Source: an optimization exercise on an open RTL-to-GDS flow (aim: small area, a short achievable clock period and few clock cycles). Production flows keep margins and buffers that such runs may drop.
In this exercise RTL edits were held to simulation tests only and were not proved equivalent to the original.
Power figures rest on the tool's default switching activity, not on a simulated workload.

== north ==
## fb_codec
module fb_codec (
    input  wire        clk,
    input  wire        rst,           
    input  wire        cmd_valid,
    output wire        cmd_ready,
    input  wire [7:0]  cmd_op,
    input  wire [15:0] cmd_len,
    input  wire [31:0] cmd_arg,
    input  wire [6:0]  req_flags,
    input  wire [63:0] req_addr,
    input  wire [15:0] req_rcount,
    input  wire [15:0] req_cid,
    input  wire [31:0] req_delay,
    input  wire        in_valid,
    output wire        in_ready,
    input  wire [7:0]  in_data,
    output wire        out_valid,
    input  wire        out_ready,
    output wire [7:0]  out_data,
    output wire        res_valid,
    input  wire        res_ready,
    output wire [7:0]  res_code,
    output wire [31:0] res_data
);
    localparam [1:0] M_PACK = 2'd0, M_UNPACK = 2'd1, M_CRC = 2'd2, M_CHECK = 2'd3;
    reg        pv;
    reg        p_zero, p_str, p_hdr, p_pay, p_len1, p_len2, p_f3, p_f4;
    reg [1:0]  p_mode;
    reg [20:0] acc;
    reg [21:0] n;              
    reg        emode;           
    reg        okp, oku;        
    reg        ce;              
    reg [15:0] in_rem;          
    reg        rem0, rem1, rem2;
    reg        ob;              
    reg [1:0]  imode, nmode;    
    reg        first;           
    reg        in_rdy, cmd_rdy;
    reg [7:0]  crc, cb;
    reg        cfin, cfin_chk;
    reg [16:0] oc;              
    reg        hdr;             
    reg [3:0]  hp;              
    reg        hl;              
    reg [7:0]  hbyte;           
    reg        out_v;
    reg [7:0]  out_d;
    reg        res_pend, res_v;
    reg [1:0]  hacc;            
    reg        hout;            
  ...
Size: ~1400 cells after synthesis, about 170 flip-flops, ~0.011 mm^2 of cells after synthesis.
clock: 5.0 ns
lec_check: 0
cap_margin: 20
core_margin: 2
core_utilization: 40
place_density: 0.6
setup_slack_margin: 2.5
slew_margin: 20
standard.sh (not shown) runs the stock make flow with config.mk's settings and CLKGATE_MAP_FILE= SYNTH_SCRIPT=/design/flow/synth_recipe.tcl, a recipe that flattens the netlist after the stock synthesis.
==> flow/flow/run.sh <==
#!/bin/bash
# Own layout flow: the standard ORFS flow (standard.sh), with two changes:
#  - ports are buffered with sky130_fd_sc_hd__buf_1 instead of the default
#    delay-cell buffer (every port still gets its own buffer);
#  - yosys does not extract half/full adder cells, so ABC maps that logic too.
# Everything else (synthesis script, floorplan, power grid, taps, CTS,
# routing) is the standard flow. Each step's full log stays in orfs/logs/.
set -euo pipefail
export BUFFER_PORTS_ARGS="-buffer_cell sky130_fd_sc_hd__buf_1"
export ADDER_MAP_FILE=
bash standard.sh > flow_make.log 2>&1
Testbench counts of north, summed over its fixed seeds: cycles 30,555.
### north -> south
-- flow/design.v --
<<< north, line 27
    reg        p_zero, p_str, p_hdr, p_pay, p_len1, p_len2, p_f3, p_f4;
    reg [1:0]  p_mode;
    reg [20:0] acc;
    reg [21:0] n;              
    reg        emode;           
    reg        okp, oku;        
    reg        ce;              
    reg [15:0] in_rem;          
    reg        rem0, rem1, rem2;
>>> south, line 27
    reg        p_zero, p_str, p_hdr, p_pay, p_len1, p_len2, p_f3, p_f4;
    reg [1:0]  p_mode;
    reg        p_any, p_f14, p_t8, p_t21, p_ill, p_chk0;
    reg [20:0] acc;
    reg [21:0] n;              
    reg        emode;           
    reg        okp, oku;        
    reg [15:0] in_rem;          
    reg        rem0, rem1, rem2;
<<< north, line 181
    wire A      = cmd_valid & cmd_rdy;
    wire T      = in_valid & in_rdy;
    wire E      = (!out_v | out_ready) & ce;
    wire D      = res_v & res_ready;
>>> south, line 181
    wire A      = cmd_valid & cmd_rdy;
    wire T      = in_valid & in_rdy;
    wire ce     = emode ? |n[21:8] : |n[21:7];
    wire E      = (!out_v | out_ready) & ce;
    wire D      = res_v & res_ready;
<<< north, line 211
    wire [21:0] n_n   = I ? (E ? ni1 : ni0) : (E ? n_m : n);
    wire        emode_n = I ? ins_u : emode;
    function t_ce(input [21:0] q, input u);
        begin
            t_ce = u ? |q[21:8] : |q[21:7];
        end
    endfunction
    wire        ce_n  = I ? (E ? t_ce(ni1, ins_u) : t_ce(ni0, ins_u))
                          : (E ? t_ce(n_m, emode) : ce);
    wire [1:0]  inc   = ins_u ? ((n[0] | n[8]) ? 2'd0 : 2'd1)
                              : ((n[0] | n[7]) ? 2'd2 : 2'd1);
>>> south, line 212
    wire [21:0] n_n   = I ? (E ? ni1 : ni0) : (E ? n_m : n);
    wire        emode_n = I ? ins_u : emode;
    wire [1:0]  inc   = ins_u ? ((n[0] | n[8]) ? 2'd0 : 2'd1)
                              : ((n[0] | n[7]) ? 2'd2 : 2'd1);
<<< north, line 293
    reg [2:0]  rcode_n;
    always @* begin
        if (cfin) begin
            if (cfin_chk) begin
                rdata_n = {6'd0, crc == cb, crc, cb};
>>> south, line 287
    reg [2:0]  rcode_n;
    always @* begin
        rdata_n = rdata;
        rcode_n = rcode;
        if (fin_ins) begin
            rdata_n = {6'd0, oc_i};
            rcode_n = 3'b000;
        end else if (cfin) begin
            if (cfin_chk) begin
                rdata_n = {6'd0, crc == cb, crc, cb};
<<< north, line 301
                rcode_n = 3'b000;
            end
        end else if (cmd_rdy & p_zero) begin
            rdata_n = {d_t21 ? cmd_arg[20:14] : 7'd0, 1'b0,
                       d_t21 ? cmd_arg[13:8] : 6'd0, (d_t14 | d_t21) & cmd_arg[7],
                       d_f14 & cmd_arg[8], (d_t14 | d_f14 | d_t21) ? cmd_arg[6:0] : 7'd0};
            rcode_n = d_ill ? 3'b001 : (d_check & d_len0) ? 3'b011 : 3'b000;
        end else begin
            rdata_n = {6'd0, oc_i};
            rcode_n = 3'b000;
        end
    end
>>> south, line 300
                rcode_n = 3'b000;
            end
        end else if (fin_zero) begin
            rdata_n = {p_t21 ? cmd_arg[20:14] : 7'd0, 1'b0,
                       p_t21 ? cmd_arg[13:8] : 6'd0, p_t8 & cmd_arg[7],
                       p_f14 & cmd_arg[8], p_any ? cmd_arg[6:0] : 7'd0};
            rcode_n = p_ill ? 3'b001 : p_chk0 ? 3'b011 : 3'b000;
        end
    end
<<< north, line 316
    always @(posedge clk) begin
        if (E) out_d <= emode ? acc[7:0] : {1'b0, acc[6:0]};
        if (!res_pend) begin
            rdata <= rdata_n;
            rcode <= rcode_n;
        end
        hp       <= H ? hnext(hp, p_f3) : hdr ? hp : d_hfirst;
        hbyte    <= H ? rawb(hnext(hp, p_f3)) : hdr ? hbyte : d_hbyte;
>>> south, line 312
    always @(posedge clk) begin
        if (E) out_d <= emode ? acc[7:0] : {1'b0, acc[6:0]};
        rdata    <= rdata_n;
        rcode    <= rcode_n;
        hp       <= H ? hnext(hp, p_f3) : hdr ? hp : d_hfirst;
        hbyte    <= H ? rawb(hnext(hp, p_f3)) : hdr ? hbyte : d_hbyte;
<<< north, line 333
        p_len1 <= (cmd_len == 16'd1);  p_len2 <= (cmd_len == 16'd2);
        p_f3   <= req_flags[3];  p_f4 <= req_flags[4];  p_mode <= d_mode;
        if (rst) begin
            pv       <= 1'b0;
>>> south, line 327
        p_len1 <= (cmd_len == 16'd1);  p_len2 <= (cmd_len == 16'd2);
        p_f3   <= req_flags[3];  p_f4 <= req_flags[4];  p_mode <= d_mode;
        p_any  <= d_t14 | d_f14 | d_t21;  p_f14 <= d_f14;  p_t8 <= d_t14 | d_t21;
        p_t21  <= d_t21;  p_ill <= d_ill;  p_chk0 <= d_check & d_len0;
        if (rst) begin
            pv       <= 1'b0;
<<< north, line 339
            n        <= 22'd1;
            emode    <= 1'b0;
            ce       <= 1'b0;
            okp      <= 1'b1;
            oku      <= 1'b1;
>>> south, line 335
            n        <= 22'd1;
            emode    <= 1'b0;
            okp      <= 1'b1;
            oku      <= 1'b1;
<<< north, line 363
            n        <= n_n;
            emode    <= emode_n;
            ce       <= ce_n;
            okp      <= okp_n;
            oku      <= oku_n;
>>> south, line 358
            n        <= n_n;
            emode    <= emode_n;
            okp      <= okp_n;
            oku      <= oku_n;
--- outcome ---
Flops: south more than north
Of north and south, the higher period utilization belongs to south.
NOTE final instance count without filler cells north->south increased by a few percent
Re routing usage on met2: north was higher than south.
Global-route track usage on met1 ends up higher on north.
south: total power about 40% above north
Min final area across north and south: north
south -> north: quantity of I/O buffers inserted on ports flat
Sort north and south by number of multi-input combinational cells, ascending, and north comes first.
Delta (south minus north): signed area change from the synthesized netlist to the final layout shows an increase of 5.9 points, count of inserted tapcells moved down.
Across north and south, the outcome is the same: a clean finish for every run.
Testbench counts of south, summed over its fixed seeds: cycles 30,555.

==> afterwards: timing with drivers on the ports <==
In the flow no input, the clock included, has a driving cell. The finished layouts below were timed again as built, in two steps.
Step 1 (the two cells are an assumption about what drives the block):
set clk [get_ports {clk}]
set_driving_cell -lib_cell sky130_fd_sc_hd__clkbuf_16 $clk
set_driving_cell -lib_cell sky130_fd_sc_hd__buf_2 [delete_from_list [all_inputs] $clk]
Step 2, shift: input delay + t, output delay - t, t = (earliest + latest rising clock arrival at the registers) / 2. This alone moves slack from input paths to output paths.
Three values: no drivers, after step 1, after step 2; two values: the first two.
| run | t (ns) | setup WS [ns] | hold slack, ns |
|---|---|---|---|
| north | 0.484 | 2.427 / 2.453 / 1.969 | 0.449 / 0.449 / 0.449 |
| south | 0.483 | 2.145 / 2.145 / 1.849 | 0.443 / 0.443 / 0.443 |
After both steps every run listed still meets setup and hold. The setup slack of north, which loses most, moves by +0.026 ns with the drivers and by -0.458 ns with both steps.
